Background: an optimization exercise with open tools, aiming at small area. Do not read the settings as production practice.
Function was checked by simulation only, so behaviour that the tests miss may differ from the original.
Power and IR drop assume default switching activity.

File: design/flow/config.mk
export PLATFORM = sky130hd
export DESIGN_NAME = pwroff_engine
export DESIGN_NICKNAME = pwroff_engine
export VERILOG_FILES = /design/flow/design.v
export SDC_FILE = /design/flow/constraint.sdc
export NUM_CORES = 4
export LEC_CHECK = 0
export CAP_MARGIN = 20
export CORE_MARGIN = 2
export CORE_UTILIZATION = 40
export SLEW_MARGIN = 20
File: design/flow/constraint.sdc
create_clock -name core_clock -period 20.0 [get_ports {clk}]
set_input_delay 4.0000 -clock core_clock [delete_from_list [all_inputs] [get_ports {clk}]]
set_output_delay 4.0000 -clock core_clock [all_outputs]
set_load 0.01 [all_outputs]
File: design/flow/design.v
module pwroff_engine (
    input  wire        clk,
    input  wire        rst_n,         
    input  wire [31:0] base,
    input  wire [31:0] tick_rate,
    input  wire        trig_valid,
    input  wire [7:0]  trig_reason,
    output wire        ret_valid,
    output wire        ret_handled,
    input  wire        ret_ready,
    output wire        bus_valid,
    output wire        bus_write,
    output wire [31:0] bus_addr,
    output wire [7:0]  bus_wdata,
    input  wire        bus_ready,
    input  wire [7:0]  bus_rdata,
    output wire        slp_valid,
    output wire [6:0]  slp_units,
    input  wire        slp_ready,
    output wire        diag_valid,
    output wire [7:0]  diag_code,
    output wire [31:0] diag_data,
    input  wire        diag_ready,
    output wire [31:0] status
);
    localparam [3:0] S_IDLE         = 4'd0;
    localparam [3:0] S_CFG          = 4'd1;
    localparam [3:0] S_TX_POLL      = 4'd2;
    localparam [3:0] S_TX_WRITE     = 4'd3;
    localparam [3:0] S_RX_POLL      = 4'd4;
    localparam [3:0] S_RX_SLEEP     = 4'd5;
    localparam [3:0] S_RX_DATA      = 4'd6;
    localparam [3:0] S_DIAG_SHORT   = 4'd7;
    localparam [3:0] S_SETTLE_FLUSH = 4'd8;
    localparam [3:0] S_DIAG_CSUM    = 4'd9;
    localparam [3:0] S_DIAG_NAK     = 4'd10;
    localparam [3:0] S_POST_OK      = 4'd11;
    localparam [3:0] S_DIAG_EXH     = 4'd12;
    localparam [3:0] S_EXH_SLEEP    = 4'd13;
    localparam [3:0] S_RETURN       = 4'd14;
    localparam [3:0] S_DONE         = 4'd15;
    reg  [3:0]  st;
    reg         busy;       
    reg  [5:0]  n;          
    reg  [3:0]  k;          
    reg  [1:0]  cmd;
    reg  [1:0]  att;
    reg  [2:0]  fail;       
    reg         fault;
    reg         nh;         
    reg         fl;         
    reg  [31:0] rb;         
    wire [7:0] r0 = rb[7:0];
    wire [7:0] r1 = rb[15:8];
    wire [7:0] r2 = rb[23:16];
    wire [7:0] r3 = rb[31:24];
    wire s_cfg   = (st == S_CFG);
    wire s_short = (st == S_DIAG_SHORT);
    wire s_nak   = (st == S_DIAG_NAK);
    wire s_ret   = (st == S_RETURN);
    wire bus_st  = s_cfg || (st == S_TX_POLL) || (st == S_TX_WRITE) ||
                   (st == S_RX_POLL) || (st == S_RX_DATA);
    wire slp_st  = (st == S_RX_SLEEP) || (st == S_SETTLE_FLUSH) ||
                   (st == S_POST_OK) || (st == S_EXH_SLEEP);
    wire diag_st = s_short || (st == S_DIAG_CSUM) || s_nak || (st == S_DIAG_EXH);
    assign bus_valid  = bus_st && !(s_cfg && busy);
    assign slp_valid  = slp_st;
    assign diag_valid = diag_st && !((s_short || s_nak) && busy);
    assign ret_valid  = s_ret || nh;
    assign ret_handled = !nh;
    assign bus_write = st[0];
    reg [2:0] ridx;
    always @(*) begin
        case (st)
            S_CFG:
                case (n[2:0])
                    3'd0: ridx = 3'd3;    
                    3'd1: ridx = 3'd0;    
                    3'd2: ridx = 3'd1;    
                    3'd3: ridx = 3'd3;    
                    3'd4: ridx = 3'd1;    
                    3'd5: ridx = 3'd2;    
                    default: ridx = 3'd4;  
                endcase
            S_TX_POLL, S_RX_POLL: ridx = 3'd5;    
            default: ridx = 3'd0;                 
        endcase
    end
    assign bus_addr = {base[31:2] + {27'd0, ridx}, 2'b00};
    wire [8:0] dinc = {1'b0, r0} + {8'd0, fl};
    reg [7:0] wd;
    always @(*) begin
        wd = 8'h00;
        if (s_cfg) begin
            case (n[2:0])
                3'd0: wd = 8'h83;
                3'd1, 3'd2: wd = dinc[7:0];
                3'd3: wd = 8'h1B;
                3'd5: wd = 8'h07;
                default: wd = 8'h00;
            endcase
        end else if (fl) begin
            wd = 8'hFF;
        end else begin
            case (cmd)
                2'd0:
                    case (n[1:0])
                        2'd0: wd = 8'h01;
                        2'd1: wd = 8'h35;
                        2'd2: wd = 8'h00;
                        default: wd = 8'hCA;
                    endcase
                2'd1:
                    case (n[1:0])
                        2'd0: wd = 8'h00;
                        2'd1: wd = 8'h0C;
                        default: wd = 8'hF4;
                    endcase
                default:
                    case (n[1:0])
                        2'd0: wd = 8'h00;
                        2'd1: wd = 8'h06;
                        default: wd = 8'hFA;
                    endcase
            endcase
        end
    end
    assign bus_wdata = wd;
    wire u1   = !st[3];
    wire u100 = !st[0];
    wire u10  = st[3] && st[0];
    assign slp_units = {u100, u100, 1'b0, u10, u100, u10, u1};
    assign diag_code = {5'd0, st[3] && st[2], st[3] && !st[2],
                        !st[3] || (st[1] && !st[0])};
    assign diag_data = {rb[31:2],
                        rb[1:0] | (st[3] ? 2'b00 : n[1:0]) | ((st[3] && st[2]) ? cmd : 2'b00)};
    wire ended2 = st[3] && st[2] && st[1];
    wire ended1 = cmd[1] || ended2;
    wire ended0 = cmd[1] || cmd[0] || ended2;
    wire [1:0] res0 = ended0 ? {fail[0], !fail[0]} : 2'b00;
    wire [1:0] res1 = ended1 ? {fail[1], !fail[1]} : 2'b00;
    wire [1:0] res2 = ended2 ? {fail[2], !fail[2]} : 2'b00;
    wire [2:0] cfg_j = (st == S_IDLE) ? 3'd0 : s_cfg ? n[2:0] : 3'd7;
    assign status = {fault, 6'd0, fault, 4'd0, res2, res1, res0,
                     2'b00, att, cmd, 1'b0, cfg_j, st};
    wire step = (bus_valid && bus_ready) || (slp_valid && slp_ready) ||
                (diag_valid && diag_ready) || (s_ret && ret_ready);
    wire       ge   = r2 >= 8'd75;
    wire [6:0] rsub = r2[6:0] - 7'd75;
    reg xb;
    always @(*) begin
        case (n[4:0])
            5'd2:  xb = tick_rate[31];
            5'd3:  xb = tick_rate[30];
            5'd4:  xb = tick_rate[29];
            5'd5:  xb = tick_rate[28];
            5'd6:  xb = tick_rate[27];
            5'd7:  xb = tick_rate[26];
            5'd8:  xb = tick_rate[25];
            5'd9:  xb = tick_rate[24];
            5'd10: xb = tick_rate[23];
            5'd11: xb = tick_rate[22];
            5'd12: xb = tick_rate[21];
            5'd13: xb = tick_rate[20];
            5'd14: xb = tick_rate[19];
            5'd15: xb = tick_rate[18];
            5'd16: xb = tick_rate[17];
            5'd17: xb = tick_rate[16];
            5'd18: xb = tick_rate[15];
            5'd19: xb = tick_rate[14];
            5'd20: xb = tick_rate[13];
            default: xb = tick_rate[12];
        endcase
    end
    wire [7:0] rsum   = r0 + r1 + r2 + r3;
    wire [7:0] ack1   = cmd[1] ? 8'h06 : cmd[0] ? 8'h0C : 8'h35;
    wire       csum_ok = (rsum == 8'h00);
    wire       ack_ok  = (r0 == 8'h01) && (r1 == ack1) && (r2 == 8'h00);
    wire reason_ok = (trig_reason == 8'h01) || (trig_reason == 8'h02);
    wire tx_last = fl ? (n == 6'd39) : (cmd == 2'd0) ? (n[1:0] == 2'd3) : (n[1:0] == 2'd2);
    wire rx_done = step && (((st == S_RX_POLL) && !bus_rdata[0] && k == 4'd10) ||
                            ((st == S_RX_DATA) && n == 6'd39));
    wire div_run = busy && s_cfg && n[5:1] != 5'd0 && n != 6'd22;    
    wire clr_run = busy && !s_cfg;                   
    wire rx_load = step && (st == S_RX_DATA) && !fl && !n[5] && !n[4] && !n[3] && !n[2];
    wire bsh = rx_load || clr_run || (busy && s_cfg && n[5:1] == 5'd0) ||
               (step && s_cfg && n[2:0] == 3'd1);
    wire [7:0] din = (st == S_RX_DATA) ? bus_rdata : 8'h00;
    always @(posedge clk) begin
        if (bsh) begin
            rb <= {din, rb[31:8]};
        end else if (div_run) begin
            rb[23:16] <= {ge ? rsub : r2[6:0], xb};
            rb[15:0]  <= {rb[14:0], ge};
        end
    end
    always @(posedge clk) begin
        if (!rst_n) begin
            st    <= S_IDLE;
            cmd   <= 2'd0;
            att   <= 2'd0;
            fault <= 1'b0;
            nh    <= 1'b0;
        end else begin
            if (nh && ret_ready)
                nh <= 1'b0;
            if (busy) begin
                if (s_cfg) begin
                    n <= n + 6'd1;
                    if (n == 6'd22) begin
                        fl   <= ge;           
                        busy <= 1'b0;
                        n    <= 6'd0;
                    end
                end else begin
                    k <= k + 4'd1;
                    if (k == 4'd3)
                        busy <= 1'b0;
                end
            end
            if ((st == S_IDLE || st == S_DONE) && trig_valid && !fault) begin
                if (!reason_ok) begin
                    nh <= 1'b1;
                end else if (st == S_DONE) begin
                    fault <= 1'b1;
                end else begin
                    st   <= S_CFG;
                    busy <= 1'b1;
                    n    <= 6'd0;
                end
            end
            if (step) begin
                case (st)
                    S_CFG: begin
                        n <= n + 6'd1;
                        if (n[2:0] == 3'd1)
                            fl <= dinc[8];
                        if (n[2:0] == 3'd6) begin
                            cmd <= 2'd0;
                            att <= 2'd1;
                            fl  <= 1'b0;
                            n   <= 6'd0;
                            st  <= S_TX_POLL;
                        end
                    end
                    S_TX_POLL:
                        if (bus_rdata[5])
                            st <= S_TX_WRITE;
                    S_TX_WRITE: begin
                        n <= n + 6'd1;
                        if (tx_last) begin
                            if (!fl) begin
                                n  <= 6'd0;
                                k  <= 4'd1;
                                st <= S_RX_POLL;
                            end else begin
                                st <= S_SETTLE_FLUSH;
                            end
                        end else begin
                            st <= S_TX_POLL;
                        end
                    end
                    S_RX_POLL:
                        if (bus_rdata[0])
                            st <= S_RX_DATA;
                        else if (k != 4'd10)
                            st <= S_RX_SLEEP;
                    S_RX_SLEEP: begin
                        k  <= k + 4'd1;
                        st <= S_RX_POLL;
                    end
                    S_RX_DATA: begin
                        n  <= n + 6'd1;
                        k  <= 4'd1;
                        st <= S_RX_POLL;
                    end
                    S_DIAG_SHORT: begin
                        fl <= 1'b1;
                        n  <= 6'd0;
                        st <= S_TX_POLL;
                    end
                    S_SETTLE_FLUSH: begin
                        n  <= 6'd0;
                        k  <= 4'd1;
                        st <= S_RX_POLL;
                    end
                    S_DIAG_CSUM: begin
                        busy <= 1'b1;
                        k    <= 4'd0;
                        st   <= S_DIAG_NAK;
                    end
                    S_DIAG_NAK: begin
                        if (att != 2'd3) begin
                            att <= att + 2'd1;
                            fl  <= 1'b0;
                            n   <= 6'd0;
                            st  <= S_TX_POLL;
                        end else begin
                            st <= S_DIAG_EXH;
                        end
                    end
                    S_POST_OK, S_EXH_SLEEP: begin
                        fail[cmd] <= st[2];
                        if (cmd != 2'd2) begin
                            cmd <= cmd + 2'd1;
                            att <= 2'd1;
                            fl  <= 1'b0;
                            n   <= 6'd0;
                            st  <= S_TX_POLL;
                        end else begin
                            st <= S_RETURN;
                        end
                    end
                    S_DIAG_EXH: st <= S_EXH_SLEEP;
                    S_RETURN: st <= S_DONE;
                    default: ;
                endcase
                if (rx_done) begin
                    if (fl) begin
                        if (att != 2'd3) begin
                            att <= att + 2'd1;
                            fl  <= 1'b0;
                            n   <= 6'd0;
                            st  <= S_TX_POLL;
                        end else begin
                            st <= S_DIAG_EXH;
                        end
                    end else if (n[5:2] == 4'd0) begin
                        busy <= 1'b1;
                        k    <= 4'd0;
                        st   <= S_DIAG_SHORT;
                    end else if (!csum_ok) begin
                        st <= S_DIAG_CSUM;
                    end else if (ack_ok) begin
                        st <= S_POST_OK;
                    end else begin
                        busy <= 1'b1;
                        k    <= 4'd0;
                        st   <= S_DIAG_NAK;
                    end
                end
            end
        end
    end
endmodule
File: design/flow/run.sh
#!/bin/bash
# synth_recipe.tcl (not shown) runs the flow's synth.tcl, then flattens the netlist and writes it again
# the make line also repeats each setting of config.mk as NAME=value (left out here)
make -C /OpenROAD-flow-scripts/flow DESIGN_CONFIG=/design/flow/config.mk WORK_HOME=/design/flow/orfs CLKGATE_MAP_FILE= SYNTH_SCRIPT=/design/flow/synth_recipe.tcl finish
==> key figures, run 1 <==
Drt
  • WL final: ~22 mm
  • 1st-pass router iterations: 5
  • Total number of vias: 6502
  • DR WL/cell: between 15 and 20 µm
  • Number of remaining DRC errors: 0
  • Via density: about 5.8
  • ANT nets after route: 0
  • Iter 0 DRT Violations: approximately 450

Worst hold path
  • Worst min-delay path category: reg -> reg
  • Worst hold endpoint: att[1]
  • Hold_sp: att[1]
  • Hold path cells: 2

CTS
  • CTS tree: done
  • Post-CTS resize count: 0
  • Clock Tree Buf Depth: 2
  • Clock sink count: between 50 and 60
  • Post-CTS Setup Bufs: 0
  • CTS Buf Count: 9
  • Clk latency of the worst-skew pair: roughly 0.35 ns
  • Root Driver: clkbuf_16
  • Clock transition at path regs: approximately 0.060 ns
  • # H-tree levels: 3
  • Hold buffer count at CTS: 0

Place
  • HPWL Detailed: 16.59 mm
  • Dpl cell area: between 8000 and 9000 µm²
  • IO Port Bufs: between 150 and 200
  • Setup WS pre-CTS: around 8.9 ns
  • Final RePlAce weighted congestion: about 1.0
  • Placed cell count: 1113

STA
  • Final Hold Vio Count: 0
  • RSZ-0062 raised after global routing: no
  • # setup viols final: 0
  • Max Freq: about 0.09 GHz
  • Slew headroom: approximately 40%
  • Min cycle time layout: roughly 11 ns
  • Worst slew pin tran: about 0.9 ns
  • Worst setup margin: approximately 9 ns
  • Clock skew: 0.006372 ns
  • Final slew viol count: 0
  • Setup TNS: 0 ns
  • Crit share post-route: between 50% and 60%

Logic synthesis
  • Most area-consuming cells after synthesis: edfxtp_1 22%, ha_1 6.0%, xnor2_1 5.1%, fa_1 4.6%, buf_4 4.4%
  • Syn. warnings: 1
  • Most common flop cell mapped by yosys: edfxtp_1
  • Syn Inst Count: 764
  • Yosys top cell by area: edfxtp_1
  • Yosys cell types: slightly above 80
  • Yosys reg bits: 57
  • Yosys top cell area share: between 20 and 25%
  • Post-synth EDFFs: between 40 and 50
  • Syn avg cell area: around 8.5 µm²
  • Async S/R FF share, synth: 0%
  • Post-Syn Area: ~6500 µm²
  • Sequential share of the synthesized area: 24.82%

Outcome
  • Outcome: timing/DRC/antenna clean

Layout
  • Area growth from synthesis to layout: 32.08%
  • Fillers: about 1500
  • Share of layout cells above drive strength 1: between 6 and 7%
  • Multi-input logic area: between 4000 and 5000 µm²
  • Register area: 1612 µm²
  • Number of diodes: 0
  • Nets: approximately 1000
  • Cell area after layout: 8577 µm²
  • Post-Layout Cell Count: around 1100

Floorplanning
  • Initial core utilization: 40.88%
  • Core area: roughly 16000 µm²
  • Die span in x: ~130 µm
  • # IOs: between 200 and 250
  • Die Y: 131.4 µm
  • Die area: approximately 17000 µm²
  • Placement Rows: between 40 and 50

Power
  • Leak: about 0.0033 µW
  • PwrDens: ~160 nW/µm²
  • Peak VDD IR: ~120 µV
  • Total Power: roughly 1300 µW

Critical path
  • Critical Path Start Type: input pin
  • R2r setup slk: about 16 ns
  • Top Family by Delay on Critical Path: buffers and inverters
  • CP Class: in -> out
  • Worst path bufs/invs: 4
  • CP Data Required Time: approximately 16 ns
  • Worst EP arrival: 7.07 ns
  • Crit Path Max Fanout: 5
  • Worst-path cell chain: clkdlybuf4s50_1 > ha_1 > inv_1 > fa_1 > inv_1 > a21o_1 > nor3b_1 > and3_1 > nand4_1 > xnor2_1 > clkdlybuf4s50_1
  • CP Capture Type: output pin
  • R2r worst-path depth: 10
  • Launching point of the worst reg2reg path: rb[17]
  • Slowest CP cell: clkdlybuf4s50_1
  • Slowest Stage Delay on Critical Path: ~0.57 ns
  • RR Endpoint: k[2]

Global routing
  • First-pass GRT wire length: between 30 and 40 mm
  • Total GRT Usage: around a quarter
  • Largest net degree at the start of global routing: 44
  • Overflow after GRT: 0
  • Number of global-route vias before repair: roughly 6400
  • Initial antenna violation count: 0

Job
  • MaxCap Viol Count: 0
-- synthesized netlist by cell type (5+ instances only) --
| cell type | count |
|---|---|
| or3_1 | 7 |
| o31ai_1 | 7 |
| a21o_1 | 10 |
| mux2_2 | 16 |
| a32o_1 | 6 |
| and4_1 | 5 |
| xnor2_1 | 38 |
| mux2i_1 | 6 |
| nand3_1 | 27 |
| mux2_1 | 9 |
| nand2_1 | 59 |
| inv_1 | 43 |
| and3_1 | 10 |
| and2_1 | 16 |
| o21ai_0 | 31 |
| nor2b_1 | 12 |
| ha_1 | 31 |
| o22ai_1 | 7 |
| xor2_1 | 18 |
| buf_4 | 38 |
| nor3_1 | 10 |
| nor2_1 | 58 |
| clkbuf_1 | 24 |
| fa_1 | 15 |
| o311ai_0 | 5 |
| nand3b_1 | 9 |
| edfxtp_1 | 47 |
| nor4_1 | 8 |
| nand4_1 | 10 |
| nand2b_1 | 12 |
| buf_6 | 5 |
| a22oi_1 | 5 |
| a21oi_1 | 45 |
| a31oi_1 | 7 |
| a21boi_0 | 5 |
| buf_2 | 6 |
| dfxtp_1 | 10 |
| a211oi_1 | 7 |
-- report_power, final --
| group | internal [µW] | switching [µW] | total [µW] |
|---|---|---|---|
| Combinational | 424 | 475 | 900 |
| Sequential | 190 | 81.4 | 272 |
| Clock | 110 | 63.1 | 173 |
| Total | 725 | 620 | 1340 |
-- kinds of logic after synthesis --
| group | count (synthesis) | synth area share [%] |
|---|---|---|
| simple gates | 267 | 21.66 |
| fa+ha+maj | 46 | 10.60 |
| mux | 31 | 5.260 |
| compound gates | 187 | 20.00 |
| xor+xnor | 57 | 7.900 |
| other cells | 1 | 0.05775 |
| buf+inv | 118 | 9.711 |
| flops | 57 | 24.82 |
-- per-layer routing --
metal / up-vias / GRT usage (%) / part of all wire, %
li1: 3026 / - / -
met1: 3128 / 32.92 / 44
met2: 315 / 39.56 / 45
met3: 33 / 7.948 / 9.3
met4: 0 / 8.333 / 1.9
met5: - / 0 / 0
-- registers in the layout (all words and copies together), names as in the netlist --
register,count
cmd,2
fl,1
nh,1
st,4
att,2
n,6
busy,1
rb,32
fault,1
fail,3
k,4
-- tightest hold or removal path: stages (launching register included) --
cell	delay, ns
dfxtp_1	0.34
nand2_1	0.06
a21boi_0	0.07
-- through the flow --
stage | util, % | hold WS, ns
after global placement | 51.76 | 0.5047
after global routing | 53.99 | 0.5322
after floorplan | - | 0.5052
after detailed placement | 51.76 | 0.5023
after CTS | 53.82 | 0.5214
final | 53.99 | 0.5219
-- layout by cell type (no fill, tap or decap), drive strengths merged, types with 8 or more instances in the layout --
cell,n
clkdlybuf4s50,176
nand2,59
nor2,58
edfxtp,47
a21oi,45
inv,44
xnor2,38
o21ai,33
ha,31
nand3,27
mux2,25
conb,21
xor2,18
and2,17
fa,15
nand2b,12
nor2b,12
buf,12
and3,10
a21o,10
nand4,10
nor3,10
dfxtp,10
nand3b,9
clkbuf,9
a211oi,9
nor4,8
-- area by class of cell --
type | count | area share, %
clock buffer | 9 | 2.626
clock inverter | 7 | 1.196
inverter | 44 | 1.926
multi-input combinational | 609 | 50.49
sequential | 57 | 18.79
tap | 216 | 3.151
timing repair buffer | 188 | 21.82
-- worst max path at each step --
stage | startpoint | end | slack (ns) | cells past startpoint
3_3_place_gp | base[2] | bus_addr[30] | 8.92 | 11
3_5_place_dp | base[2] | bus_addr[30] | 8.93 | 11
6_report | base[2] | bus_addr[30] | 8.93 | 11
2_1_floorplan | base[2] | bus_addr[30] | 10.11 | 10
5_1_grt | base[2] | bus_addr[24] | 8.73 | 11
4_1_cts | base[2] | bus_addr[30] | 8.90 | 11
==> run 2: changes to the inputs <==
==> design/flow/flow/run.sh (new file) <==
#!/bin/bash
# Standard ORFS layout, with the port buffers made from the smallest buffer cell.
set -euo pipefail
export BUFFER_PORTS_ARGS="-buffer_cell sky130_fd_sc_hd__buf_1"
bash standard.sh > make_finish.log 2>&1
==> design/flow/standard.sh (new file) <==
#!/bin/bash
# synth_recipe.tcl (not shown) runs the flow's synth.tcl, then flattens the netlist and writes it again
# the make line also repeats each setting of config.mk as NAME=value (left out here)
make -C /OpenROAD-flow-scripts/flow DESIGN_CONFIG=/design/flow/config.mk WORK_HOME=/design/flow/orfs CLKGATE_MAP_FILE= SYNTH_SCRIPT=/design/flow/synth_recipe.tcl "${@:-finish}"
removed: design/flow/run.sh
==> run 2 against run 1 <==
Sequential share of layout area rose by 3.0 points. Via count fell by 3.8%. Die area did not move. Sequential power barely moved.
==> key figures, run 2 <==
Floorplanning
  • Placement Rows: 46 (unchanged)
  • # IOs: 212 (unchanged)
  • Core area: 15890 µm² (unchanged)
  • Die span in x: 131.4 µm (unchanged)
  • Die area: 17270 µm² (unchanged)
  • Die Y: 131.4 µm (unchanged)
  • Initial core utilization: 40.88% (unchanged)

STA
  • Crit share post-route: 51.65% (-3.7 points)
  • Slew headroom: 30.19% (-10 points)
  • Final Hold Vio Count: 0 (unchanged)
  • # setup viols final: 0 (unchanged)
  • Setup TNS: 0 ns (unchanged)
  • Min cycle time layout: 10.33 ns (-0.7399 ns)
  • Worst setup margin: 9.669 ns (+0.7399 ns)
  • Max Freq: 0.09680 GHz (+7.2%)
  • RSZ-0062 raised after global routing: no
  • Clock skew: 0.006632 ns (+0.0002604 ns)
  • Final slew viol count: 0 (unchanged)
  • Worst slew pin tran: 1.043 ns (+0.1587 ns)

CTS
  • CTS tree: done
  • CTS Buf Count: 9 (unchanged)
  • # H-tree levels: 3 (unchanged)
  • Hold buffer count at CTS: 0 (unchanged)
  • Clock sink count: 57 (unchanged)
  • Post-CTS Setup Bufs: 0 (unchanged)
  • Post-CTS resize count: 0 (unchanged)
  • Clock transition at path regs: 0.05 ns (about the same)
  • Root Driver: clkbuf_16
  • Clock Tree Buf Depth: 2 (unchanged)
  • Clk latency of the worst-skew pair: 0.34 ns (about the same)

Logic synthesis
  • Async S/R FF share, synth: 0% (unchanged)
  • Syn. warnings: 1 (unchanged)
  • Top-count cell post-synth: nand2_1
  • Yosys top cell by area: edfxtp_1
  • Yosys cell types: 83 (unchanged)
  • Syn Inst Count: 764 (unchanged)
  • Yosys reg bits: 57 (unchanged)
  • Yosys top cell area share: 21.73% (unchanged)
  • Most area-consuming cells after synthesis: edfxtp_1 22%, ha_1 6.0%, xnor2_1 5.1%, fa_1 4.6%, buf_4 4.4%
  • Synth top cells by count: 59 x nand2_1, 58 x nor2_1, 47 x edfxtp_1
  • Most common flop cell mapped by yosys: edfxtp_1
  • Sequential share of the synthesized area: 24.82% (unchanged)
  • Post-synth EDFFs: 47 (unchanged)
  • Post-Syn Area: 6494 µm² (unchanged)
  • Syn avg cell area: 8.500 µm² (unchanged)

Layout
  • Most frequent cells in the layout: 176 x buf_1, 59 x nand2_1, 58 x nor2_1
  • Post-Layout Cell Count: 1126 (-0.35%)
  • Area growth from synthesis to layout: 13.87%
  • Multi-input logic area: 4330 µm² (unchanged)
  • Number of diodes: 0 (unchanged)
  • Fillers: 1637 (+7.8%)
  • Commonest non-fill, non-tap cell in the layout: buf_1
  • Most flop-heavy register: rb
  • Nets: 1038 (-0.38%)
  • Register area: 1612 µm² (unchanged)
  • Largest register FFs: 32 (unchanged)
  • Share of layout cells above drive strength 1: 5.714% (-0.41 points)
  • Top Registers: rb (32), n (6)
  • Cell area after layout: 7395 µm² (-14%)

Drt
  • Number of remaining DRC errors: 0 (unchanged)
  • DR WL/cell: 17.59 µm (-10%)
  • Total number of vias: 6257 (-3.8%)
  • ANT nets after route: 0 (unchanged)
  • 1st-pass router iterations: 5 (unchanged)
  • WL final: 19.81 mm (-10%)
  • Via density: 5.557 (-3.4%)
  • Iter 0 DRT Violations: 610 (+36%)

Power
  • Leak: 0.002762 µW (-16%)
  • Clock power share: 12.6% (-0.3 points)
  • PwrDens: 165.0 nW/µm² (+5.2%)
  • Seq pwr share: 22.4% (+2.2 points)
  • Peak VDD IR: 107.5 µV (-12%)
  • Combinational share of power: 65.0% (-1.9 points)
  • Net Sw Frac: 49.04% (+2.9 points)
  • Sw power: 598.3 µW (-3.5%)
  • Pint: 621.7 µW (-14%)

Place
  • Setup WS pre-CTS: 9.679 ns (+0.7485 ns)
  • Placed cell count: 1110 (-0.27%)
  • HPWL Detailed: 14.89 mm (-10%)
  • IO Port Bufs: 176 (unchanged)
  • Dpl cell area: 7098 µm² (-14%)
  • Final RePlAce weighted congestion: 0.9420 (-5.7%)

Global routing
  • Largest net degree at the start of global routing: 44 (unchanged)
  • Number of global-route vias before repair: 5875 (-7.8%)
  • Total GRT Usage: 22.81% (-2.4 points)
  • Overflow after GRT: 0 (unchanged)
  • First-pass GRT wire length: 32.02 mm (-8.2%)
  • Initial antenna violation count: 0 (unchanged)

Worst hold path
  • Worst min-delay path category: reg -> reg

Critical path
  • CP Capture Type: output pin
  • CP Data Required Time: 16.00 ns (about the same)
  • Worst EP arrival: 6.33 ns (-0.74 ns)
  • Critical Path Start Type: input pin
  • Crit Path Max Fanout: 5 (unchanged)
  • CP Class: in -> out

Job
  • MaxCap Viol Count: 0 (unchanged)

Outcome
  • Outcome: timing/DRC/antenna clean
## run 2: cell counts after synthesis
No cell type changed its count.
## run 2: worst paths after layout
check | startpoint | end | slack, ns | cells after the start
worst max-delay path | base[2] | bus_addr[30] | 9.67 | 11
worst max register to register | st[0] | rb[14] | 16.01 | 8
worst min register to register | att[1] | att[1] | 0.51 | 2
worst min-delay path | att[1] | att[1] | 0.51 | 2
## run 2: cell families after synthesis
logic type | Yosys count | synth area share (%)
buffers and inverters | 118 | 9.711
adder cells (fa/ha/maj) | 46 | 10.60
other | 1 | 0.05775
AO/OA/AOI/OAI | 187 | 20.00
AND/OR/NAND/NOR | 267 | 21.66
flip-flops | 57 | 24.82
XOR/XNOR | 57 | 7.900
multiplexers | 31 | 5.260
## run 2: worst max-delay path, stage by stage
cell and delay (ns):
buf_1 0.07, ha_1 0.16, inv_1 0.05, fa_1 0.40, inv_1 0.07, a21o_1 0.19, nor3b_1 0.54, and3_1 0.36
nand4_1 0.15, xnor2_1 0.17, buf_1 0.16
## run 2: power groups by stage
stage          clock [µW]  sequential [µW]  combinational [µW]
2_1_floorplan           0              253                 615
3_3_place_gp            0              275                 781
3_5_place_dp            0              275                 783
4_1_cts               156              273                 792
5_1_grt               162              282                 890
6_report              154              273                 793
## run 2: per-stage QoR
stage                     hold slack (ns)  utilization [%]  total power (µW)
final                              0.5121            46.55              1220
after global routing               0.5746            46.55              1335
after detailed placement           0.5011            44.68              1058
after CTS                          0.5141            46.55              1221
after floorplan                    0.5052                -             868.3
after global placement             0.4907            44.68              1057
## run 2: layout make-up
class                   count  area share, %
clock inverters             7         0.9645
inverters                  44          2.233
multi-input cells         609          58.56
clock buffers               9          3.046
repair buffers            184          9.746
flip-flops and latches     57          21.79
well taps                 216          3.655
## run 2: metal layers
metal | track usage, % | vias to the layer above | share of wire [%]
met5 | 0 | - | 0
met4 | 4.710 | 0 | 1.1
met3 | 4.360 | 16 | 8.5
met2 | 35.78 | 304 | 44
met1 | 32.74 | 2915 | 46
li1 | - | 3022 | -
==> run 3: changes to the inputs <==
==> design/flow/flow/run.sh (replaced) <==
#!/bin/bash
# Standard ORFS layout, with the port buffers made from the smallest buffer cell
# and a clock tree of small clock buffers without dummy loads.
set -euo pipefail
export BUFFER_PORTS_ARGS="-buffer_cell sky130_fd_sc_hd__buf_1"
export CTS_ARGS="-sink_clustering_enable -repair_clock_nets -buf_list sky130_fd_sc_hd__clkbuf_4 -root_buf sky130_fd_sc_hd__clkbuf_4 -dont_use_dummy_load"
bash standard.sh > make_finish.log 2>&1
==> run 3 against run 2 <==
Still clean. Sequential cell count is the same. Clock power shrank 59%. Setup slack unchanged. Die area unchanged. Critical path depth unchanged. Clock skew grew 0.028 ns. Critical endpoint unchanged. Largest cell class unchanged.
==> key figures, run 3 <==
CTS
  • Clock sink count: 57 (unchanged)
  • Clock Tree Buf Depth: 2 (unchanged)
  • Post-CTS resize count: 0 (unchanged)
  • Root Driver: clkbuf_4
  • CTS Buf Count: 9 (unchanged)
  • # H-tree levels: 3 (unchanged)
  • CTS tree: done
  • Hold buffer count at CTS: 0 (unchanged)
  • Post-CTS Setup Bufs: 0 (unchanged)
  • Clk latency of the worst-skew pair: 0.44 ns (+0.10 ns)
  • Clock transition at path regs: 0.09 ns (+0.04 ns)

Place
  • IO Port Bufs: 176 (unchanged)
  • HPWL Detailed: 14.89 mm (unchanged)
  • Final RePlAce weighted congestion: 0.9420 (unchanged)
  • Setup WS pre-CTS: 9.679 ns (unchanged)
  • Dpl cell area: 7098 µm² (unchanged)

Layout
  • Nets: 1038 (unchanged)
  • Commonest non-fill, non-tap cell in the layout: buf_1
  • Top Registers: rb (32), n (6)
  • Area growth from synthesis to layout: 10.39%
  • Most frequent cells in the layout: 176 x buf_1, 59 x nand2_1, 58 x nor2_1
  • Largest register FFs: 32 (unchanged)
  • Most flop-heavy register: rb
  • Final Util: 45.12% (-1.4 points)
  • Share of layout cells above drive strength 1: 4.983% (-0.73 points)
  • Cell area after layout: 7168 µm² (-3.1%)

STA
  • Crit share post-route: 51.65% (unchanged)
  • Worst setup margin: 9.669 ns (unchanged)
  • Min cycle time layout: 10.33 ns (unchanged)
  • # setup viols final: 0 (unchanged)
  • Max Freq: 0.09680 GHz (about the same)
  • Clock skew: 0.03422 ns (+0.02759 ns)
  • Final slew viol count: 0 (unchanged)
  • Worst slew pin tran: 1.038 ns (-0.005149 ns)
  • RSZ-0062 raised after global routing: no
  • Setup TNS: 0 ns (unchanged)
  • Slew headroom: 30.53% (+0.34 points)
  • Final Hold Vio Count: 0 (unchanged)

Global routing
  • Initial antenna violation count: 1 (+1)
  • Overflow after GRT: 0 (unchanged)
  • Total GRT Usage: 22.76% (-0.058 points)
  • First-pass GRT wire length: 31.94 mm (-0.24%)
  • Largest net degree at the start of global routing: 44 (unchanged)
  • Number of global-route vias before repair: 5854 (-0.36%)

Critical path
  • CP Capture Type: output pin
  • R2r worst-path depth: 8 (unchanged)
  • Critical Path Start Type: input pin
  • CP Class: in -> out
  • CP Data Required Time: 16.00 ns (about the same)
  • Crit Path Max Fanout: 5 (unchanged)
  • Worst EP arrival: 6.33 ns (about the same)

Floorplanning
  • Die span in x: 131.4 µm (unchanged)
  • Die Y: 131.4 µm (unchanged)
  • Placement Rows: 46 (unchanged)
  • Die area: 17270 µm² (unchanged)
  • Initial core utilization: 40.88% (unchanged)
  • Core area: 15890 µm² (unchanged)
  • # IOs: 212 (unchanged)

Power
  • Clock power share: 5.6% (-7.0 points)
  • Sw power: 581.4 µW (-2.8%)
  • Leak: 0.002666 µW (-3.5%)
  • Net Sw Frac: 51.58% (+2.5 points)
  • Pint: 545.7 µW (-12%)
  • Combinational share of power: 70.3% (+5.3 points)
  • Seq pwr share: 24.1% (+1.7 points)
  • Total Power: 1127 µW (-7.6%)
  • Peak VDD IR: 101.7 µV (-5.4%)
  • PwrDens: 157.2 nW/µm² (-4.7%)

Logic synthesis
  • Syn Inst Count: 764 (unchanged)
  • Yosys top cell by area: edfxtp_1
  • Main combinational cell family by area after synthesis: simple AND/OR/NAND/NOR gates
  • Top-count cell post-synth: nand2_1
  • Post-Syn Area: 6494 µm² (unchanged)
  • Post-synth EDFFs: 47 (unchanged)
  • Synth Area in Adders: 10.60% (unchanged)
  • Async S/R FF share, synth: 0% (unchanged)
  • Most area-consuming cells after synthesis: edfxtp_1 22%, ha_1 6.0%, xnor2_1 5.1%, fa_1 4.6%, buf_4 4.4%
  • Compound-gate portion of the synthesized area: 20.00% (unchanged)
  • Yosys reg bits: 57 (unchanged)
  • Mux cell area share after synthesis: 5.260% (unchanged)
  • Syn avg cell area: 8.500 µm² (unchanged)
  • Syn. warnings: 1 (unchanged)
  • Yosys cell types: 83 (unchanged)
  • Post-Synth XOR/XNOR Area: 7.900% (unchanged)
  • Most common flop cell mapped by yosys: edfxtp_1
  • Yosys top cell area share: 21.73% (unchanged)
  • Sequential share of the synthesized area: 24.82% (unchanged)
  • Post-Synth Simple-Gate Area: 21.66% (unchanged)
  • Synth top cells by count: 59 x nand2_1, 58 x nor2_1, 47 x edfxtp_1

Drt
  • ANT nets after route: 0 (unchanged)
  • 1st-pass router iterations: 5 (unchanged)
  • Via density: 5.596 (+0.70%)
  • Total number of vias: 6267 (+0.16%)
  • DR WL/cell: 17.81 µm (+1.3%)
  • Number of remaining DRC errors: 0 (unchanged)
  • WL final: 19.95 mm (+0.71%)
  • Iter 0 DRT Violations: 665 (+9.0%)

Worst hold path
  • Hold path cells: 2 (unchanged)
  • Worst min-delay path category: reg -> reg

Job
  • MaxCap Viol Count: 0 (unchanged)

Outcome
  • Outcome: timing/DRC/antenna clean
## run 3: cell counts after synthesis
No cell type changed its count.
## run 3: path summary, 6_finish.rpt
check                           startpoint           end  slack, ns
worst max register to register       st[0]         rb[7]      16.02
worst max-delay path               base[2]  bus_addr[30]       9.67
worst min-delay path                att[1]        att[1]       0.52
worst min register to register      att[1]        att[1]       0.52
## run 3: metal layers
| metal | global-route usage (%) | part of all wire (%) | routed length (µm) |
|---|---|---|---|
| met2 | 35.83 | 44 | 8864 |
| met4 | 5.193 | 1.3 | 265 |
| met5 | 0 | 0 | 0 |
| met1 | 32.50 | 46 | 9153 |
| met3 | 4.090 | 8.4 | 1666 |
## run 3: layout make-up
class,count,area (µm²)
antenna,1,2.502
clock buffer,9,67.56
fill,1665,8717
inverter,44,165.2
multi-input combinational,609,4330
sequential,57,1612
tap,216,270.3
timing repair buffer,184,720.7
## run 3: power groups by stage
stage / clock network, µW / logic, µW / registers, µW
global placement: 0 / 781 / 275
detailed placement: 0 / 783 / 275
global route: 67.6 / 891 / 281
finish: 62.6 / 792 / 272
floorplan: 0 / 615 / 253
CTS: 63.4 / 792 / 272
## run 3: stage by stage
step	std cells	hold slack [ns]
detailed placement	1110	0.5011
finish	1120	0.5207
global route	1120	0.5801
global placement	1110	0.4907
floorplan	784	0.5052
CTS	1119	0.5191
## run 3: worst max-delay path: stages
cell	delay (ns)
buf_1	0.07
ha_1	0.16
inv_1	0.05
fa_1	0.40
inv_1	0.07
a21o_1	0.19
nor3b_1	0.54
and3_1	0.36
nand4_1	0.15
xnor2_1	0.17
buf_1	0.16
## run 3: cell families after synthesis
| logic type | after synthesis |
|---|---|
| AND/OR/NAND/NOR | 267 |
| AO/OA/AOI/OAI | 187 |
| buffers and inverters | 118 |
| XOR/XNOR | 57 |
| flip-flops | 57 |
| adder cells (fa/ha/maj) | 46 |
| multiplexers | 31 |
| other | 1 |
==> run 4: changes to the inputs <==
==> design/flow/flow/run.sh (replaced) <==
#!/bin/bash
# Standard ORFS layout with three changes:
#  - after the standard synthesis, the combinational logic between the (unchanged) registers
#    is mapped again by ABC with an area-oriented script (flow/abc_area.script);
#  - port buffers use the smallest buffer cell;
#  - the clock tree uses small clock buffers and no dummy loads.
set -euo pipefail
W=$PWD
R=$W/orfs/results/sky130hd/pwroff_engine/base
LIB=$FLOW_HOME/platforms/sky130hd/lib/sky130_fd_sc_hd__tt_025C_1v80.lib
export BUFFER_PORTS_ARGS="-buffer_cell sky130_fd_sc_hd__buf_1"
export CTS_ARGS="-sink_clustering_enable -repair_clock_nets -buf_list sky130_fd_sc_hd__clkbuf_4 -root_buf sky130_fd_sc_hd__clkbuf_4 -dont_use_dummy_load"

# 1. standard synthesis
bash standard.sh "$R/1_2_yosys.v" > make_synth.log 2>&1
cp "$R/1_2_yosys.v" "$R/1_2_yosys_std.v"

# 2. remap the combinational logic; registers and tie cells are kept as they are
DU=$(sed 's/^/-dont_use /' flow/dont_use.txt | tr '\n' ' ')
cat > resynth.ys <<EOS
read_liberty -ignore_miss_func $LIB
blackbox sky130_fd_sc_hd__*df* sky130_fd_sc_hd__conb_1
read_verilog $R/1_2_yosys_std.v
hierarchy -top $FLOW_TOP
flatten
delete t:\$scopeinfo
opt_clean
techmap
opt -fast
abc -liberty $LIB $DU -script $W/flow/abc_area.script
opt_clean -purge
read_liberty -lib -ignore_redef $LIB
check -assert
tee -o $W/resynth_stat.txt stat -liberty $LIB
write_verilog -noattr -noexpr -nohex -nodec $W/resynth.v
EOS
cat > equiv.ys <<EOS
read_liberty -ignore_miss_func $LIB
read_verilog $R/1_2_yosys_std.v
rename $FLOW_TOP gold
read_verilog $W/resynth.v
rename $FLOW_TOP gate
flatten
delete t:\$scopeinfo
opt_clean
equiv_make gold gate eq
hierarchy -top eq
equiv_simple -seq 2
equiv_induct
equiv_status -assert
EOS
# use the remapped netlist only if Yosys proves it equivalent to the standard one
if yosys -s resynth.ys > resynth.log 2>&1 && yosys -s equiv.ys > equiv.log 2>&1; then
  cp resynth.v "$R/1_2_yosys.v"
else
  echo "resynthesis not used" >> resynth.log
fi

# 3. the rest of the standard flow
bash standard.sh > make_finish.log 2>&1
==> design/flow/flow/abc_area.script (new file) <==
strash
&get -n
&deepsyn -T 20
&put
dch -f
amap
topo
==> design/flow/flow/dont_use.txt (new file) <==
sky130_fd_sc_hd__probe_p_8
sky130_fd_sc_hd__probec_p_8
sky130_fd_sc_hd__lpflow_bleeder_1
sky130_fd_sc_hd__lpflow_clkbufkapwr_1
sky130_fd_sc_hd__lpflow_clkbufkapwr_16
sky130_fd_sc_hd__lpflow_clkbufkapwr_2
sky130_fd_sc_hd__lpflow_clkbufkapwr_4
sky130_fd_sc_hd__lpflow_clkbufkapwr_8
sky130_fd_sc_hd__lpflow_clkinvkapwr_1
sky130_fd_sc_hd__lpflow_clkinvkapwr_16
sky130_fd_sc_hd__lpflow_clkinvkapwr_2
sky130_fd_sc_hd__lpflow_clkinvkapwr_4
sky130_fd_sc_hd__lpflow_clkinvkapwr_8
sky130_fd_sc_hd__lpflow_decapkapwr_12
sky130_fd_sc_hd__lpflow_decapkapwr_3
sky130_fd_sc_hd__lpflow_decapkapwr_4
sky130_fd_sc_hd__lpflow_decapkapwr_6
sky130_fd_sc_hd__lpflow_decapkapwr_8
sky130_fd_sc_hd__lpflow_inputiso0n_1
sky130_fd_sc_hd__lpflow_inputiso0p_1
sky130_fd_sc_hd__lpflow_inputiso1n_1
sky130_fd_sc_hd__lpflow_inputiso1p_1
sky130_fd_sc_hd__lpflow_inputisolatch_1
sky130_fd_sc_hd__lpflow_isobufsrc_1
sky130_fd_sc_hd__lpflow_isobufsrc_16
sky130_fd_sc_hd__lpflow_isobufsrc_2
sky130_fd_sc_hd__lpflow_isobufsrc_4
sky130_fd_sc_hd__lpflow_isobufsrc_8
sky130_fd_sc_hd__lpflow_isobufsrckapwr_16
sky130_fd_sc_hd__lpflow_lsbuf_lh_hl_isowell_tap_1
sky130_fd_sc_hd__lpflow_lsbuf_lh_hl_isowell_tap_2
sky130_fd_sc_hd__lpflow_lsbuf_lh_hl_isowell_tap_4
sky130_fd_sc_hd__lpflow_lsbuf_lh_isowell_4
sky130_fd_sc_hd__lpflow_lsbuf_lh_isowell_tap_1
sky130_fd_sc_hd__lpflow_lsbuf_lh_isowell_tap_2
sky130_fd_sc_hd__lpflow_lsbuf_lh_isowell_tap_4
sky130_fd_sc_hd__fill_1
sky130_fd_sc_hd__fill_2
sky130_fd_sc_hd__fill_4
sky130_fd_sc_hd__fill_8
==> run 4 against run 3 <==
Still clean on timing, DRC and antenna. Design area is 21% lower. Cell count is 9.2% lower. Utilization is 4.4 points higher. Power is 27% lower. Sequential cell count stayed put.
==> key figures, run 4 <==
Place
  • Final RePlAce weighted congestion: 0.9458 (+0.40%)
  • IO Port Bufs: 176 (unchanged)
  • Setup WS pre-CTS: 8.310 ns (-1.369 ns)
  • HPWL Detailed: 12.99 mm (-13%)

Logic synthesis
  • Post-Syn Area: 4624 µm² (-29%)
  • Syn avg cell area: 6.933 µm² (-18%)
  • Syn Inst Count: 667 (-13%)
  • Syn. warnings: 1 (unchanged)

STA
  • Crit share post-route: 58.64% (+7.0 points)
  • Final slew viol count: 0 (unchanged)
  • # setup viols final: 0 (unchanged)
  • Min cycle time layout: 11.73 ns (+1.398 ns)
  • Final Hold Vio Count: 0 (unchanged)
  • Slew headroom: 37.16% (+6.6 points)
  • Max Freq: 0.08526 GHz (-12%)
  • RSZ-0062 raised after global routing: no
  • Worst setup margin: 8.272 ns (-1.398 ns)
  • Setup TNS: 0 ns (unchanged)
  • Worst slew pin tran: 0.9426 ns (-0.09551 ns)
  • Clock skew: 0.02842 ns (-0.005806 ns)

Global routing
  • Largest net degree at the start of global routing: 33 (-25%)
  • Initial antenna violation count: 0 (-1)
  • Number of global-route vias before repair: 5343 (-8.7%)
  • First-pass GRT wire length: 26.45 mm (-17%)
  • Overflow after GRT: 0 (unchanged)
  • Total GRT Usage: 26.08% (+3.3 points)

CTS
  • Hold buffer count at CTS: 0 (unchanged)
  • Clock transition at path regs: 0.10 ns (about the same)
  • Clock sink count: 57 (unchanged)
  • CTS tree: done
  • # H-tree levels: 3 (unchanged)
  • Clk latency of the worst-skew pair: 0.45 ns (about the same)
  • CTS Buf Count: 9 (unchanged)
  • Clock Tree Buf Depth: 2 (unchanged)
  • Post-CTS resize count: 0 (unchanged)
  • Root Driver: clkbuf_4
  • Post-CTS Setup Bufs: 0 (unchanged)

Worst hold path
  • Worst min-delay path category: reg -> reg

Layout
  • Most frequent cells in the layout: 192 x nor2_1, 176 x buf_1, 86 x clkinv_1
  • Nets: 963 (-7.2%)
  • Number of diodes: 0 (-1)
  • Largest register FFs: 32 (unchanged)
  • Top Registers: rb (32), n (6)
  • Area growth from synthesis to layout: 21.78%
  • Final Util: 49.53% (+4.4 points)
  • Most flop-heavy register: rb
  • Fillers: 1196 (-28%)
  • Commonest non-fill, non-tap cell in the layout: nor2_1
  • Multi-input logic area: 2775 µm² (-36%)
  • Share of layout cells above drive strength 1: 1.487% (-3.5 points)
  • Register area: 1612 µm² (unchanged)

Floorplanning
  • # IOs: 212 (unchanged)
  • Die area: 12440 µm² (-28%)
  • Die Y: 111.5 µm (-15%)
  • Die span in x: 111.5 µm (-15%)
  • Core area: 11370 µm² (-28%)
  • Placement Rows: 39 (-15%)
  • Initial core utilization: 40.67% (-0.21 points)

Critical path
  • CP Capture Type: output pin
  • Critical Path Start Type: input pin
  • Crit Path Max Fanout: 4 (-1)
  • CP Data Required Time: 16.00 ns (about the same)
  • CP Class: in -> out
  • Worst EP arrival: 7.73 ns (+1.40 ns)

Drt
  • ANT nets after route: 0 (unchanged)
  • WL final: 16.73 mm (-16%)
  • 1st-pass router iterations: 7 (+2)
  • DR WL/cell: 16.45 µm (-7.7%)
  • Iter 0 DRT Violations: 384 (-42%)
  • Total number of vias: 5772 (-7.9%)
  • Number of remaining DRC errors: 0 (unchanged)
  • Via density: 5.676 (+1.4%)

Job
  • MaxCap Viol Count: 0 (unchanged)

Power
  • PwrDens: 146.6 nW/µm² (-6.8%)
  • Peak VDD IR: 71.07 µV (-30%)
  • Total Power: 825.7 µW (-27%)
  • Leak: 0.002001 µW (-25%)

Outcome
  • Outcome: timing/DRC/antenna clean
## run 4: cell type report
type	count	share of cell area [%]
flip-flops and latches	57	28.62
well taps	143	3.177
multi-input cells	544	49.28
repair buffers	178	12.00
inverters	86	5.732
clock buffers	9	1.200
## run 4: per-layer routing
metal / track usage [%] / part of all wire, % / wire (µm)
met3: 5.444 / 6.5 / 1085
met2: 45.41 / 49 / 8245
met1: 32.65 / 43 / 7124
met5: 0 / 0 / 0
met4: 7.819 / 1.6 / 273
## run 4: final timing paths
path	start	to	slack, ns	cells past startpoint
max	base[3]	bus_addr[31]	8.27	22
min	fault	fault	0.53	2
max reg2reg	st[2]	rb[6]	14.34	16
min reg2reg	fault	fault	0.53	2
## run 4: stage by stage
step / hold slack [ns] / instance area [µm²] / instances
finish: 0.5283 / 5632 / 1017
global route: 0.5527 / 5632 / 1017
CTS: 0.5357 / 5632 / 1017
detailed placement: 0.5164 / 5564 / 1008
global placement: 0.5011 / 5564 / 1008
floorplan: 0.5434 / 4700 / 687
## run 4: worst max-delay path, stage by stage
cell	delay (ns)
buf_1	0.09
nor2_1	0.11
a21oi_1	0.06
nand2_1	0.09
o21ai_0	0.13
o21ai_0	0.27
and3_1	0.24
and3_1	0.20
and3_1	0.21
and3_1	0.20
and3_1	0.20
and3_1	0.20
and3_1	0.20
and3_1	0.19
and3_1	0.19
and3_1	0.20
and3_1	0.20
and3_1	0.21
and3_1	0.21
nor2_1	0.05
a21oi_1	0.11
buf_1	0.16
## run 4: power breakdown
part	switching, µW	internal [µW]
Combinational	336	170
Sequential	64.7	193
Clock	41.5	20.8
Total	442	384
==> run 5: changes to the inputs <==
--- a/design/flow/design.v
+++ b/design/flow/design.v
@@ -49,23 +49,25 @@
     reg         fault;
     reg         nh;         
     reg         fl;         
-    reg  [31:0] rb;         
+    reg  [31:0] rb;
     wire [7:0] r0 = rb[7:0];
     wire [7:0] r1 = rb[15:8];
     wire [7:0] r2 = rb[23:16];
     wire [7:0] r3 = rb[31:24];
     wire s_cfg   = (st == S_CFG);
+    wire s_rxp   = (st == S_RX_POLL);
+    wire s_rxd   = (st == S_RX_DATA);
     wire s_short = (st == S_DIAG_SHORT);
+    wire s_csum  = (st == S_DIAG_CSUM);
     wire s_nak   = (st == S_DIAG_NAK);
     wire s_ret   = (st == S_RETURN);
-    wire bus_st  = s_cfg || (st == S_TX_POLL) || (st == S_TX_WRITE) ||
-                   (st == S_RX_POLL) || (st == S_RX_DATA);
+    wire bus_st  = s_cfg || (st == S_TX_POLL) || (st == S_TX_WRITE) || s_rxp || s_rxd;
     wire slp_st  = (st == S_RX_SLEEP) || (st == S_SETTLE_FLUSH) ||
                    (st == S_POST_OK) || (st == S_EXH_SLEEP);
-    wire diag_st = s_short || (st == S_DIAG_CSUM) || s_nak || (st == S_DIAG_EXH);
-    assign bus_valid  = bus_st && !(s_cfg && busy);
+    wire diag_st = s_short || s_csum || s_nak || (st == S_DIAG_EXH);
+    assign bus_valid  = bus_st && !busy;
     assign slp_valid  = slp_st;
-    assign diag_valid = diag_st && !((s_short || s_nak) && busy);
+    assign diag_valid = diag_st && !busy;
     assign ret_valid  = s_ret || nh;
     assign ret_handled = !nh;
     assign bus_write = st[0];
@@ -87,7 +89,9 @@
         endcase
     end
     assign bus_addr = {base[31:2] + {27'd0, ridx}, 2'b00};
-    wire [8:0] dinc = {1'b0, r0} + {8'd0, fl};
+    wire [7:0] qbyte = n[0] ? {r3[0], r3[1], r3[2], r3[3], r3[4], r3[5], r3[6], r3[7]}
+                            : {r2[0], r2[1], r2[2], r2[3], r2[4], r2[5], r2[6], r2[7]};
+    wire [8:0] dinc = {1'b0, qbyte} + {8'd0, fl};
     reg [7:0] wd;
     always @(*) begin
         wd = 8'h00;
@@ -133,7 +137,7 @@
     assign diag_code = {5'd0, st[3] && st[2], st[3] && !st[2],
                         !st[3] || (st[1] && !st[0])};
     assign diag_data = {rb[31:2],
-                        rb[1:0] | (st[3] ? 2'b00 : n[1:0]) | ((st[3] && st[2]) ? cmd : 2'b00)};
+                        rb[1:0] | (st[3] ? 2'b00 : k[1:0]) | ((st[3] && st[2]) ? cmd : 2'b00)};
     wire ended2 = st[3] && st[2] && st[1];
     wire ended1 = cmd[1] || ended2;
     wire ended0 = cmd[1] || cmd[0] || ended2;
@@ -145,53 +149,34 @@
                      2'b00, att, cmd, 1'b0, cfg_j, st};
     wire step = (bus_valid && bus_ready) || (slp_valid && slp_ready) ||
                 (diag_valid && diag_ready) || (s_ret && ret_ready);
-    wire       ge   = r2 >= 8'd75;
-    wire [6:0] rsub = r2[6:0] - 7'd75;
-    reg xb;
-    always @(*) begin
-        case (n[4:0])
-            5'd2:  xb = tick_rate[31];
-            5'd3:  xb = tick_rate[30];
-            5'd4:  xb = tick_rate[29];
-            5'd5:  xb = tick_rate[28];
-            5'd6:  xb = tick_rate[27];
-            5'd7:  xb = tick_rate[26];
-            5'd8:  xb = tick_rate[25];
-            5'd9:  xb = tick_rate[24];
-            5'd10: xb = tick_rate[23];
-            5'd11: xb = tick_rate[22];
-            5'd12: xb = tick_rate[21];
-            5'd13: xb = tick_rate[20];
-            5'd14: xb = tick_rate[19];
-            5'd15: xb = tick_rate[18];
-            5'd16: xb = tick_rate[17];
-            5'd17: xb = tick_rate[16];
-            5'd18: xb = tick_rate[15];
-            5'd19: xb = tick_rate[14];
-            5'd20: xb = tick_rate[13];
-            default: xb = tick_rate[12];
-        endcase
-    end
-    wire [7:0] rsum   = r0 + r1 + r2 + r3;
+    wire       ge   = r0 >= 8'd75;
+    wire [6:0] rsub = r0[6:0] - 7'd75;
+    wire       xb   = tick_rate[5'd31 - n[4:0]];
+    wire [2:0] csum_s = {2'b00, rb[0]} + {2'b00, rb[8]} + {2'b00, rb[16]} + {2'b00, rb[24]} +
+                        {1'b0, k[1:0]};
     wire [7:0] ack1   = cmd[1] ? 8'h06 : cmd[0] ? 8'h0C : 8'h35;
-    wire       csum_ok = (rsum == 8'h00);
-    wire       ack_ok  = (r0 == 8'h01) && (r1 == ack1) && (r2 == 8'h00);
+    wire       ack_ok = (r3 == 8'h01) && (r0 == ack1) && (r1 == 8'h00);
     wire reason_ok = (trig_reason == 8'h01) || (trig_reason == 8'h02);
     wire tx_last = fl ? (n == 6'd39) : (cmd == 2'd0) ? (n[1:0] == 2'd3) : (n[1:0] == 2'd2);
-    wire rx_done = step && (((st == S_RX_POLL) && !bus_rdata[0] && k == 4'd10) ||
-                            ((st == S_RX_DATA) && n == 6'd39));
-    wire div_run = busy && s_cfg && n[5:1] != 5'd0 && n != 6'd22;    
-    wire clr_run = busy && !s_cfg;                   
-    wire rx_load = step && (st == S_RX_DATA) && !fl && !n[5] && !n[4] && !n[3] && !n[2];
-    wire bsh = rx_load || clr_run || (busy && s_cfg && n[5:1] == 5'd0) ||
-               (step && s_cfg && n[2:0] == 3'd1);
-    wire [7:0] din = (st == S_RX_DATA) ? bus_rdata : 8'h00;
+    wire rx_done = step && ((s_rxp && !bus_rdata[0] && k == 4'd10) ||
+                            (s_rxd && n == 6'd39));
+    wire div_run = busy && s_cfg && n[5] && (n[4:0] < 5'd20);    
+    wire chk_run = busy && s_csum && n[5:3] == 3'd0;             
+    wire rot_run = busy && s_csum && (n != 6'd8 || fl);          
+    wire clr_run = busy && (s_short || s_nak || (s_cfg && !n[5]) || s_rxp);   
+    wire rx_load = step && s_rxd && !fl && n[5:2] == 4'd0;
+    wire sh      = rot_run || clr_run;
+    wire sin     = div_run ? ge : rot_run ? rb[0] : 1'b0;
     always @(posedge clk) begin
-        if (bsh) begin
-            rb <= {din, rb[31:8]};
-        end else if (div_run) begin
-            rb[23:16] <= {ge ? rsub : r2[6:0], xb};
-            rb[15:0]  <= {rb[14:0], ge};
+        if (rx_load) begin
+            rb[31:24] <= bus_rdata;
+        end else if (sh || div_run) begin
+            rb[31:8] <= {sin, rb[31:9]};
+        end
+        if (div_run) begin
+            rb[7:0] <= {ge ? rsub : r0[6:0], xb};
+        end else if (sh) begin
+            rb[7:0] <= rb[8:1];
         end
     end
     always @(posedge clk) begin
@@ -205,18 +190,46 @@
             if (nh && ret_ready)
                 nh <= 1'b0;
             if (busy) begin
-                if (s_cfg) begin
-                    n <= n + 6'd1;
-                    if (n == 6'd22) begin
-                        fl   <= ge;           
-                        busy <= 1'b0;
-                        n    <= 6'd0;
+                case (st)
+                    S_CFG: begin
+                        n <= n + 6'd1;
+                        if (n == 6'd52) begin
+                            fl   <= ge;
+                            busy <= 1'b0;
+                            n    <= 6'd0;
+                        end
                     end
-                end else begin
-                    k <= k + 4'd1;
-                    if (k == 4'd3)
-                        busy <= 1'b0;
-                end
+                    S_RX_POLL: begin
+                        k <= k + 4'd1;
+                        if (k == 4'd7) begin
+                            busy <= 1'b0;
+                            k    <= 4'd1;
+                        end
+                    end
+                    S_DIAG_CSUM: begin
+                        n <= n + 6'd1;
+                        if (chk_run) begin
+                            k[1:0] <= csum_s[2:1];
+                            fl     <= fl | csum_s[0];
+                        end
+                        if (n == 6'd8 && !fl) begin
+                            n <= 6'd0;
+                            if (ack_ok) begin
+                                busy <= 1'b0;
+                                st   <= S_POST_OK;
+                            end else begin
+                                st   <= S_DIAG_NAK;
+                            end
+                        end
+                        if (n == 6'd31)
+                            busy <= 1'b0;
+                    end
+                    default: begin
+                        n <= n + 6'd1;
+                        if (n == 6'd31)
+                            busy <= 1'b0;
+                    end
+                endcase
             end
             if ((st == S_IDLE || st == S_DONE) && trig_valid && !fault) begin
                 if (!reason_ok) begin
@@ -273,6 +286,10 @@
                         n  <= n + 6'd1;
                         k  <= 4'd1;
                         st <= S_RX_POLL;
+                        if (rx_load && n[1:0] != 2'd3) begin
+                            busy <= 1'b1;
+                            k    <= 4'd0;
+                        end
                     end
                     S_DIAG_SHORT: begin
                         fl <= 1'b1;
@@ -286,7 +303,7 @@
                     end
                     S_DIAG_CSUM: begin
                         busy <= 1'b1;
-                        k    <= 4'd0;
+                        n    <= 6'd0;
                         st   <= S_DIAG_NAK;
                     end
                     S_DIAG_NAK: begin
@@ -327,16 +344,14 @@
                         end
                     end else if (n[5:2] == 4'd0) begin
                         busy <= 1'b1;
-                        k    <= 4'd0;
+                        k    <= {2'b00, n[1:0]};
+                        n    <= 6'd0;
                         st   <= S_DIAG_SHORT;
-                    end else if (!csum_ok) begin
-                        st <= S_DIAG_CSUM;
-                    end else if (ack_ok) begin
-                        st <= S_POST_OK;
                     end else begin
                         busy <= 1'b1;
                         k    <= 4'd0;
-                        st   <= S_DIAG_NAK;
+                        n    <= 6'd0;
+                        st   <= S_DIAG_CSUM;
                     end
                 end
             end
==> run 5 against run 4 <==
Largest power group unchanged. Highest routed layer unchanged. Synthesized area is 8.1% lower. Non-clock buffer count stayed put. Setup slack worse by 0.027 ns. Critical path type unchanged. Hold slack worse by 0.039 ns.
==> key figures, run 5 <==
STA
  • Final Hold Vio Count: 0 (unchanged)
  • Setup TNS: 0 ns (unchanged)
  • Worst slew pin tran: 0.8165 ns (-0.1262 ns)
  • Worst setup margin: 8.244 ns (-0.02738 ns)
  • Clock skew: 0.02859 ns (+0.0001707 ns)
  • Final slew viol count: 0 (unchanged)
  • Max Freq: 0.08506 GHz (-0.23%)
  • Crit share post-route: 58.78% (+0.14 points)
  • Worst hold slack: 0.4896 ns (-0.03872 ns)
  • # setup viols final: 0 (unchanged)
  • Slew headroom: 44.16% (+7.0 points)
  • RSZ-0062 raised after global routing: no
  • Min cycle time layout: 11.76 ns (+0.02738 ns)

Floorplanning
  • # IOs: 212 (unchanged)
  • Placement Rows: 37 (-5.1%)
  • Die span in x: 107.1 µm (-4.0%)
  • Die area: 11460 µm² (-7.8%)
  • Core area: 10320 µm² (-9.2%)
  • Initial core utilization: 41.16% (+0.49 points)
  • Die Y: 107.1 µm (-4.0%)

Worst hold path
  • Worst hold endpoint: rb[14]
  • Hold path cells: 0 (-2)
  • Hold_sp: rb[15]
  • Worst min-delay path category: reg -> reg

Critical path
  • Launching point of the worst reg2reg path: n[0]
  • CP Class: in -> out
  • R2r worst-path depth: 14 (-2)
  • Most frequent CP cell: and3_1
  • Slowest Stage Delay on Critical Path: 0.23 ns (-0.04 ns)
  • Critical Path Start Type: input pin
  • CP Data Required Time: 16.00 ns (about the same)
  • Crit Path Max Fanout: 4 (unchanged)
  • Worst EP arrival: 7.76 ns (+0.03 ns)
  • Slowest CP cell: and3_1
  • Worst-path cell chain: buf_1 > nor2_1 > a21oi_1 > a21oi_1 > nor2_1 > a21oi_1 > and3_1 > and3_1 > and3_1 > and3_1 > and3_1 > and3_1 > and3_1 > and3_1 > and3_1 > and3_1 > and3_1 > and3_1 > and3_1 > nor2_1 > a21oi_1 > buf_1
  • RR Endpoint: n[5]
  • CP Capture Type: output pin
  • R2r setup slk: 14.50 ns (+0.16 ns)

CTS
  • Clock sink count: 57 (unchanged)
  • Post-CTS resize count: 0 (unchanged)
  • Clock Tree Buf Depth: 2 (unchanged)
  • CTS Buf Count: 9 (unchanged)
  • CTS tree: done
  • Clock transition at path regs: 0.11 ns (about the same)
  • Post-CTS Setup Bufs: 0 (unchanged)
  • Clk latency of the worst-skew pair: 0.42 ns (-0.03 ns)
  • Root Driver: clkbuf_4
  • Hold buffer count at CTS: 0 (unchanged)
  • # H-tree levels: 3 (unchanged)

Global routing
  • Number of global-route vias before repair: 4657 (-13%)
  • Initial antenna violation count: 0 (unchanged)
  • First-pass GRT wire length: 24.65 mm (-6.8%)
  • Gr busiest metal: met2
  • Grt met1 use: 37.20% (+4.6 points)
  • M3 GR Usage: 4.438% (-1.0 points)
  • Largest net degree at the start of global routing: 26 (-21%)
  • Total GRT Usage: 27.92% (+1.8 points)
  • Met2 Track Usage GR: 45.07% (-0.33 points)
  • Overflow after GRT: 0 (unchanged)

Layout
  • Fillers: 1122 (-6.2%)
  • Top Registers: rb (32), n (6)
  • Multi-input logic area: 2439 µm² (-12%)
  • Register area: 1612 µm² (unchanged)
  • Area growth from synthesis to layout: 23.35%
  • Most flop-heavy register: rb
  • Cell area after layout: 5241 µm² (-6.9%)
  • Share of layout cells above drive strength 1: 1.521% (+0.033 points)
  • Commonest non-fill, non-tap cell in the layout: buf_1
  • Largest register FFs: 32 (unchanged)
  • Number of diodes: 0 (unchanged)
  • Most frequent cells in the layout: 176 x buf_1, 158 x nor2_1, 74 x clkinv_1
  • Nets: 878 (-8.8%)

Power
  • Peak VDD IR: 56.91 µV (-20%)
  • PwrDens: 128.7 nW/µm² (-12%)
  • Total Power: 674.6 µW (-18%)
  • Leak: 0.001816 µW (-9.2%)

Drt
  • DR WL/cell: 17.45 µm (+6.1%)
  • WL final: 16.14 mm (-3.5%)
  • ANT nets after route: 0 (unchanged)
  • Number of remaining DRC errors: 0 (unchanged)
  • Iter 0 DRT Violations: 369 (-3.9%)
  • 1st-pass router iterations: 5 (-2)
  • Via density: 5.704 (+0.50%)
  • Total number of vias: 5276 (-8.6%)

Outcome
  • Outcome: timing/DRC/antenna clean

Job
  • MaxCap Viol Count: 0 (unchanged)

Logic synthesis
  • Post-Syn Area: 4249 µm² (-8.1%)
  • Syn avg cell area: 7.301 µm² (+5.3%)
  • Syn. warnings: 1 (unchanged)
  • Syn Inst Count: 582 (-13%)

Place
  • IO Port Bufs: 176 (unchanged)
  • Setup WS pre-CTS: 8.227 ns (-0.08273 ns)
  • Final RePlAce weighted congestion: 0.9691 (+2.5%)
  • HPWL Detailed: 12.79 mm (-1.5%)
  • Dpl cell area: 5174 µm² (-7.0%)
## run 5: worst max-delay path, delay by kind of cell
| family | cells | cell delay (ns) |
|---|---|---|
| buf+inv | 2 | 0.25 |
| compound gates | 4 | 0.60 |
| simple gates | 16 | 2.90 |
## run 5: final cells by class
| type | count | area share (%) |
|---|---|---|
| Tap cell | 136 | 3.247 |
| Inverter | 74 | 5.300 |
| Timing Repair Buffer | 178 | 12.89 |
| Multi-Input combinational cell | 471 | 46.53 |
| Sequential cell | 57 | 30.75 |
| Clock buffer | 9 | 1.289 |
## run 5: routing by layer
layer  share of wire, %  vias up  wire length [µm]
met5                  0        -                 0
met4                3.1        0               500
met3                9.0       39              1455
met2                 46      291              7362
met1                 42     2422              6823
li1                   -     2524                 -
## run 5: metrics by stage
step / instances / utilization [%]
final: 925 / 50.77
after global routing: 925 / 50.77
after CTS: 925 / 50.77
after detailed placement: 916 / 50.12
after global placement: 916 / 50.12
after floorplan: 602 / -
## run 5: worst max-delay path by stage
stage	from	end	slack, ns	cells past startpoint
floorplan	base[3]	bus_addr[31]	8.78	20
global placement	base[3]	bus_addr[31]	8.40	22
detailed placement	base[3]	bus_addr[31]	8.23	22
CTS	base[3]	bus_addr[31]	8.24	22
global route	base[3]	bus_addr[31]	7.80	22
finish	base[3]	bus_addr[31]	8.24	22
## run 5: where the power goes
| part | total, µW | switching (µW) | internal (µW) |
|---|---|---|---|
| clock network | 61.2 | 40.4 | 20.9 |
| logic | 395 | 273 | 122 |
| registers | 218 | 45.0 | 173 |

static timing again, ports no longer ideal:
The flow's constraints put no driver on any port. The routed layouts listed below were extracted and timed again, unchanged, in two steps.
Step 1 (the two cells are an assumption about what drives the block):
set clk [get_ports {clk}]
set_driving_cell -lib_cell sky130_fd_sc_hd__clkbuf_16 $clk
set_driving_cell -lib_cell sky130_fd_sc_hd__buf_2 [delete_from_list [all_inputs] $clk]
Step 2 moves the port delays by t, midway between the first and last clock arrival at a register: inputs arrive t later, outputs are due t later. That takes back most of the time a late clock gives input paths.
a / b / c = ideal / step 1 / step 2; a / b = the first two.
run	t (ns)	slack for setup (ns)	worst hold slack (ns)	worst setup path after step 2	worst slew at a driven data input, ns
run 1	0.396	8.930 / 8.901 / 8.901	0.522 / 0.522 / 0.522	input to output	0.04
run 2	0.372	9.669 / 9.646 / 9.646	0.512 / 0.512 / 0.512	input to output	0.05
run 3	0.458	9.669 / 9.646 / 9.646	0.521 / 0.521 / 0.521	input to output	0.05
run 4	0.460	8.272 / 8.243 / 8.243	0.528 / 0.528 / 0.528	input to output	0.05
run 5	0.435	8.244 / 8.215 / 8.215	0.490 / 0.490 / 0.490	input to output	0.04
After both steps every run listed still meets setup and hold.
